Source: an optimization exercise on an open RTL-to-GDS flow (aim: small area, a short achievable clock period and few clock cycles per item). Production flows keep margins and buffers that such runs may drop. Only simulation tests tie the RTL to the original design; equivalence was not proved. Power and IR drop assume default switching activity.

## flow/config.mk

```make
export PLATFORM = sky130hd
export DESIGN_NAME = lbv1_xu
export DESIGN_NICKNAME = lbv1_xu
export VERILOG_FILES = /design/flow/design.v
export SDC_FILE = /design/flow/constraint.sdc
export NUM_CORES = 4
export LEC_CHECK = 0
export CAP_MARGIN = 20
export CORE_MARGIN = 2
export CORE_UTILIZATION = 30
export SLEW_MARGIN = 20
```

## flow/constraint.sdc

```tcl
create_clock -name core_clock -period 10.0 [get_ports {clk}]
set_input_delay 2.0000 -clock core_clock [delete_from_list [all_inputs] [get_ports {clk}]]
set_output_delay 2.0000 -clock core_clock [all_outputs]
set_load 0.01 [all_outputs]
```

## flow/design.v

```verilog
module lbv1_xu (
    input  wire         clk,
    input  wire         rst,
    input  wire         start,
    input  wire [3:0]   op,
    input  wire [3:0]   a_len,
    input  wire [63:0]  a_val,
    input  wire [3:0]   b_len,
    input  wire [63:0]  b_val,
    output wire         busy,
    output wire         done,
    output wire [3:0]   r_len,
    output wire [63:0]  r_val,
    output wire         ovf,
    output wire         dbz
);
    localparam [3:0] OP_ADD = 4'd0,  OP_SUB = 4'd1,  OP_NEG = 4'd2,  OP_MUL = 4'd3,
                     OP_DIV = 4'd4,  OP_REM = 4'd5,  OP_INC = 4'd6,  OP_DEC = 4'd7,
                     OP_AND = 4'd8,  OP_OR  = 4'd9,  OP_XOR = 4'd10, OP_NOT = 4'd11,
                     OP_SHL = 4'd12, OP_SHR = 4'd13;
    reg         busy_q, done_q;
    reg         st_exec, st_mul, st_dala, st_div;
    reg [3:0]   op_q;
    reg [3:0]   rl_q;        
    reg [63:0]  a_q, b_q, r_q;
    reg [6:0]   lza_q, lzb_q;
    reg [5:0]   cnt_q;
    reg         ovf_q, dbz_q;
    reg         lost_q, movf_q;
    assign busy  = busy_q;
    assign done  = done_q;
    assign r_len = rl_q;
    assign r_val = r_q;
    assign ovf   = ovf_q;
    assign dbz   = dbz_q;
    wire accept = start && !busy_q;
    function [6:0] clz64(input [63:0] x);
        integer j;
        reg found;
        begin
            clz64 = 7'd64;
            found = 1'b0;
            for (j = 63; j >= 0; j = j - 1)
                if (!found && x[j]) begin
                    clz64 = 7'd63 - j[6:0];
                    found = 1'b1;
                end
        end
    endfunction
    function [63:0] rev64(input [63:0] x);
        integer j;
        begin
            for (j = 0; j < 64; j = j + 1) rev64[j] = x[63-j];
        end
    endfunction
    wire [3:0] in_w    = (a_len > b_len) ? a_len : b_len;
    wire       in_lop  = (op == OP_NEG) || (op == OP_INC) || (op == OP_DEC) ||
                         (op == OP_NOT) || (op == OP_SHL) || (op == OP_SHR);
    wire       in_mul  = (op == OP_MUL);
    wire       in_div  = (op == OP_DIV) || (op == OP_REM);
    wire       in_swap = in_mul && (b_len < a_len);
    reg [63:0] mask_r;       
    integer i;
    always @(*) begin
        for (i = 0; i < 8; i = i + 1)
            mask_r[8*i +: 8] = {8{(rl_q > i)}};
    end
    wire        o_sub = (op_q == OP_SUB);
    wire        o_neg = (op_q == OP_NEG);
    wire        o_inc = (op_q == OP_INC);
    wire        o_dec = (op_q == OP_DEC);
    wire        o_not = (op_q == OP_NOT);
    wire        usesb = (op_q == OP_ADD) || o_sub || (op_q == OP_AND) ||
                        (op_q == OP_OR) || (op_q == OP_XOR) || st_div;
    wire [65:0] cx = st_mul ? {2'b00, r_q} : {2'b00, a_q ^ {64{o_neg}}};
    wire [65:0] cy = st_mul ? ({2'b00, b_q} & {66{a_q[0]}})
                            : {2'b00, (b_q & {64{usesb}}) ^ {64{o_sub | o_dec | o_not | st_div}}};
    wire [65:0] cz = st_mul ? ({1'b0, b_q, 1'b0} & {66{a_q[1]}}) : 66'd0;
    wire        cin = st_div | o_sub | o_neg | o_inc;
    wire [65:0] cs_s = cx ^ cy ^ cz;
    wire [65:0] cs_c = (cx & cy) | (cx & cz) | (cy & cz);
    wire [65:0] sum  = cs_s + {cs_c[64:0], cin};
    wire        is_shr = (op_q == OP_SHR);
    wire [5:0]  d_s    = lzb_q[5:0] - lza_q[5:0];
    wire [63:0] rt_in  = st_dala ? b_q : a_q;
    wire [5:0]  rt_amt = st_dala ? d_s : (is_shr ? (6'd0 - b_q[5:0]) : b_q[5:0]);
    wire [127:0] rt_dbl = {rt_in, rt_in} << rt_amt;
    wire [63:0] rt_out = rt_dbl[127:64];
    reg  [63:0] keep_shl;    
    always @(*) begin
        for (i = 0; i < 64; i = i + 1)
            keep_shl[i] = (i >= b_q[5:0]);
    end
    wire [63:0] keep = is_shr ? rev64(keep_shl) : keep_shl;
    wire        sh_big = is_shr ? (|b_q[63:6])
                                : ((|b_q[63:7]) || (b_q[6:0] >= {rl_q, 3'b000}));
    reg  [63:0] alu;
    always @(*) begin
        case (op_q)
            OP_AND: alu = cs_c[63:0];
            OP_OR:  alu = cs_s[63:0] | cs_c[63:0];
            OP_XOR: alu = cs_s[63:0];
            OP_NOT: alu = cs_s[63:0];
            OP_SHL, OP_SHR: alu = (rt_out & keep) & {64{!sh_big}};
            default: alu = sum[63:0];
        endcase
    end
    wire        alu_ovf = ((op_q == OP_ADD) || o_inc) && (|(sum[64:0] & ~{1'b0, mask_r}));
    wire        m_ovf  = movf_q | (|(sum & ~{2'b00, mask_r})) | (lost_q & (|a_q[1:0]));
    wire        m_lost = lost_q | (|(b_q & ~(mask_r >> 2)));
    wire [63:0] a_rest = a_q >> 2;
    wire        m_last = (a_rest == 64'd0);
    wire        d_ge  = sum[64];
    wire [63:0] d_rem = d_ge ? sum[63:0] : a_q;
    wire [63:0] d_quo = {r_q[62:0], d_ge};
    always @(posedge clk) begin
        if (rst) begin
            busy_q  <= 1'b0;
            done_q  <= 1'b0;
            st_exec <= 1'b0;
            st_mul  <= 1'b0;
            st_dala <= 1'b0;
            st_div  <= 1'b0;
        end else if (!busy_q) begin
            done_q <= 1'b0;
            if (accept) begin
                busy_q  <= 1'b1;
                op_q    <= op;
                rl_q    <= in_lop ? a_len : in_w;
                a_q     <= in_swap ? b_val : a_val;
                b_q     <= in_swap ? a_val : b_val;
                lza_q   <= clz64(a_val);
                lzb_q   <= clz64(b_val);
                r_q     <= 64'd0;
                ovf_q   <= 1'b0;
                dbz_q   <= 1'b0;
                lost_q  <= 1'b0;
                movf_q  <= 1'b0;
                st_mul  <= in_mul;
                st_dala <= in_div;
                st_exec <= !(in_mul || in_div);
            end
        end else begin
            if (st_exec) begin
                r_q     <= alu & mask_r;
                ovf_q   <= alu_ovf;
                st_exec <= 1'b0;
                busy_q  <= 1'b0;
                done_q  <= 1'b1;
            end
            if (st_mul) begin
                r_q    <= sum[63:0] & mask_r;
                a_q    <= a_rest;
                b_q    <= (b_q << 2) & mask_r;
                lost_q <= m_lost;
                movf_q <= m_ovf;
                if (m_last) begin
                    ovf_q  <= m_ovf;
                    st_mul <= 1'b0;
                    busy_q <= 1'b0;
                    done_q <= 1'b1;
                end
            end
            if (st_dala) begin
                st_dala <= 1'b0;
                if (lzb_q[6]) begin
                    dbz_q  <= 1'b1;
                    busy_q <= 1'b0;
                    done_q <= 1'b1;
                end else if (lza_q > lzb_q) begin
                    r_q    <= (op_q == OP_DIV) ? 64'd0 : a_q;
                    busy_q <= 1'b0;
                    done_q <= 1'b1;
                end else begin
                    b_q    <= rt_out;
                    cnt_q  <= d_s;
                    st_div <= 1'b1;
                end
            end
            if (st_div) begin
                a_q   <= d_rem;
                b_q   <= b_q >> 1;
                r_q   <= d_quo;
                cnt_q <= cnt_q - 6'd1;
                if (cnt_q == 6'd0) begin
                    r_q    <= (op_q == OP_DIV) ? d_quo : d_rem;
                    st_div <= 1'b0;
                    busy_q <= 1'b0;
                    done_q <= 1'b1;
                end
            end
        end
    end
endmodule
```

## flow/run.sh

```bash
#!/bin/bash
# synth_recipe.tcl (not shown) runs the flow's synth.tcl, then flattens the netlist and writes it again
# the make line also repeats each setting of config.mk as NAME=value (left out here)
make -C /OpenROAD-flow-scripts/flow DESIGN_CONFIG=/design/flow/config.mk WORK_HOME=/design/flow/orfs CLKGATE_MAP_FILE= SYNTH_SCRIPT=/design/flow/synth_recipe.tcl finish
```

==> impl_metrics.py <==
metrics = {
    "run_status": {
        "status": "complete, no violations",
    },
    "routing": {
        "drt-wirelength-per-cell_um": 36.0,
        "drt_pass1_iterations": 7,
        "remaining_drc_errors": 0,
        "routed_wl_mm": 230,
        "dr.first_iter.drc_count": 7334,
        "vias": 42776,
        "ant_nets": 0,
        "viasPerCell": 6.70,
    },
    "die": {
        "pin_count": 215,
        "die_h_um": 352,
        "dieWidth_um": 352,
        "dieArea_sq_um": 124000,
        "initial_core_util_pct": 30.3,
        "core_sq_um": 120000,
        "core.rowCount": 127,
    },
    "synthesis": {
        "synth_area_per_cell_sq_um": 7.54,
        "yosys_warnings": 1,
        "netlist_instances": 4833,
        "syn_nets": 5132,
        "synth_area_sq_um": 36400,
        "ys_seq_elements": 230,
        "synth_edf_count": 224,
        "ys_types": 92,
        "synthArstFlopShare_pct": 0,
        "ys.flop_type": "edfxtp_1",
        "synth-seq-area-share_pct": 18.8,
    },
    "setup_path": {
        "cp-start-kind": "flop",
        "critPathCaptureType": "flop",
        "r2r_slack_ns": 2.07,
        "cp_data_required_time_ns": 10.34,
        "ff2ff_path_depth": 22,
        "path_buf_inv": 4,
        "max_stage_delay_ns": 0.67,
        "rr_startpoint": "op_q[2]",
        "crit_type": "flop to flop",
        "critical_path.top_delay_family": "compound AO/OA/AOI/OAI gates",
        "cp_slowest_cell": "buf_4",
        "reg2reg_to": "a_q[17]",
        "cp_cell_sequence": "nand2b_1 -> nor3_2 -> buf_4 -> buf_4 -> xnor2_1 -> nor2_1 -> a21oi_1 -> fa_1 -> inv_1 -> ha_1 -> o21ai_0 -> nor2_1 -> o41ai_1 -> o31ai_1 -> a21boi_0 -> a21oi_1 -> o21ai_0 -> and2_2 -> buf_4 -> mux2_2 -> a211oi_1 -> a21oi_1",
        "arrival_ns": 8.27,
        "critPathMaxFanout": 33,
    },
    "sta": {
        "relSlewSlack_pct": 10.6,
        "fmax_mhz": 126,
        "tightest_slew_ns": 1.30,
        "fin_skew_ns": 0.0281,
        "report.final.slew_viol_count": 0,
        "fin_setup_tns_ns": 0,
        "rsz0062_at_grt": "no",
        "finalCritPeriodShare_pct": 79.3,
        "period_needed_ns": 7.93,
        "setup_viol": 0,
        "final_hold_viol_count": 0,
    },
    "cells_and_area": {
        "postLayoutCellArea_sq_um": 41000,
        "area_growth_pct": 12.6,
        "mostFrequentLayoutCells": "a21oi_1 (545), nand2_1 (422), nor2_1 (380)",
        "drive_gt1_share_pct": 8.14,
        "final_common_cell": "a21oi_1",
        "fill_cells": 12895,
        "num-nets-final": 5039,
    },
    "placement": {
        "hpwl_mm": 177,
        "place_area_sq_um": 39900,
        "port_buffers": 214,
        "gp_congestion": 1.04,
    },
    "cts": {
        "clock-sinks": 230,
        "cts_root_buffer": "clkbuf_16",
        "holdBufCountCts": 0,
        "cts_setup_buffers": 0,
        "cts_max_level": 2,
        "clock_latency_ns": 0.62,
        "path_clk_slew_ns": 0.06,
        "cts_resized": 0,
        "clk_path_buf_depth": 3,
        "cts_tree": "yes",
        "numCtsBuffers": 34,
    },
    "power": {
        "clkPwrFrac_pct": 22.1,
        "switchingPower_w": 0.00276,
        "p_leak_nw": 15.3,
        "switching_share_pct": 49.7,
        "vdd.ir_drop.worst_uv": 105,
        "p_int_w": 0.00279,
        "seqPwrFrac_pct": 24.1,
        "p_per_area_nw_per_um2": 135,
        "combPwrFrac_pct": 53.8,
    },
    "hold_path": {
        "whs_endpoint": "done_q",
        "hp-class": "flop to flop",
        "hold_start": "done_q",
        "min_delay_path_depth": 1,
    },
    "grt": {
        "grt_pass1_wl_mm": 314,
        "gr-total-overflow": 0,
        "grt_pass1_vias": 38688,
        "track_usage_pct": 35.2,
        "antenna_found_initial": 18,
        "grt_max_degree": 153,
    },
    "run": {
        "max_cap_violations": 0,
    },
}
-- Yosys cell counts, drive strengths merged (23+ instances only) --
master	instances	area share, %
a211o	51	1.2
a211oi	195	4.0
a21o	47	0.97
a21oi	546	7.5
a221oi	24	0.58
a22oi	23	0.47
a31oi	106	1.8
and2	24	0.41
and3	55	0.94
buf	82	0.97
clkbuf	385	4.0
edfxtp	224	18
fa	65	3.6
ha	91	3.1
inv	227	2.3
mux2	106	3.3
mux2i	379	10
nand2	425	4.4
nand3	74	1.0
nand4	26	0.45
nor2	387	4.0
nor2b	169	2.9
nor3	105	1.5
nor4	69	1.3
o211ai	95	2.0
o21ai	220	3.0
o221ai	52	1.3
o22ai	54	0.93
o311ai	24	0.60
or3	24	0.43
xnor2	98	2.4
xor2	25	0.60
-- sequential cells by signal (all words and copies together), names as in the netlist, 4 cells and up --
register / flops
lzb_q: 7
a_q: 64
op_q: 4
b_q: 64
cnt_q: 6
r_q: 64
rl_q: 4
lza_q: 7
-- logic make-up after synthesis --
group,synth area share (%)
AOI/OAI and AO/OA,30.1
muxes,15.1
buffers and inverters,7.34
adders and majority gates,6.70
DFF,18.8
xor gates and xnor gates,2.96
and+or+nand+nor,19.0
-- worst max path at each step --
stage	startpoint	endpoint	cells after the start
after floorplan	op_q[1]	movf_q	24
after global placement	op_q[0]	movf_q	22
after detailed placement	op_q[2]	r_q[35]	22
after CTS	op_q[2]	r_q[35]	22
after global routing	op_q[2]	r_q[35]	22
final	op_q[2]	a_q[17]	22
-- per-layer routing --
layer	up-vias	GRT usage, %	routed length (um)	share of wire, %
met2	3481	51.2	94300	41
met3	786	8.99	27500	12
met5	-	0	75	0.033
met4	12	26.1	20900	9.1
met1	20536	44.8	87300	38
li1	17961	-	-	-
-- final cells by class --
type,count,area [sq um],area share [%]
Timing Repair Buffer,338,3100,7.55
Clock inverter,19,141,0.345
Tap cell,1612,2020,4.92
Sequential cell,230,6860,16.7
Multi-Input combinational cell,3906,27100,66.1
Inverter,230,870,2.12
Antenna cell,10,25.0,0.0610
Clock buffer,42,891,2.17
-- power by group through the flow --
stage                     logic, W  registers, W  clock network (W)
after detailed placement   0.00284       0.00135                  0
after global placement     0.00284       0.00135                  0
after floorplan            0.00172       0.00122                  0
final                      0.00298       0.00134            0.00123
after global routing       0.00308       0.00133            0.00125
after CTS                  0.00285       0.00133            0.00122
-- through the flow --
step	cells	setup slack [ns]	hold slack, ns	total power, W	utilization (%)
floorplan	4833	3.71	0.509	0.00294	-
global placement	6314	2.26	0.507	0.00418	33.2
detailed placement	6316	2.31	0.513	0.00419	33.3
CTS	6377	2.29	0.538	0.00540	34.1
global route	6377	1.68	0.549	0.00566	34.1
finish	6387	2.07	0.536	0.00555	34.2
-- worst register-to-register path: cells and delay by family (launching register included) --
kind | cells | cell delay [ns]
compound gates | 9 | 2.56
buf+inv | 4 | 1.91
simple gates | 5 | 1.08
fa+ha+maj | 2 | 0.91
flops | 1 | 0.57
mux | 1 | 0.48
xor+xnor | 1 | 0.13
Testbench counts, summed over its fixed seeds: cycles 11,856, items 2,400.

-- separate check: timing with driven ports --
The flow's constraints put no driver on any port. The routed layout listed below was extracted and timed again, unchanged, in two steps.
Step 1 (the two cells are an assumption about what drives the block):
set clk [get_ports {clk}]
set_driving_cell -lib_cell sky130_fd_sc_hd__clkbuf_16 $clk
set_driving_cell -lib_cell sky130_fd_sc_hd__buf_2 [delete_from_list [all_inputs] $clk]
Step 2 also shifts input and output timing later by t, the mid clock arrival at the registers, as if the neighbouring blocks saw the same clock.
a / b / c = ideal / step 1 / step 2; a / b = the first two.
shift t [ns]: 0.686
setup WS [ns]: 2.067 / 2.067 / 2.067
hold slack, ns: 0.536 / 0.536 / 0.536
slew at the worst register clock pin (ns): 0.07 / 0.07
After both steps setup and hold are still met in this run. The setup slack of this run moves by 0.000 ns with the drivers and by 0.000 ns with both steps.
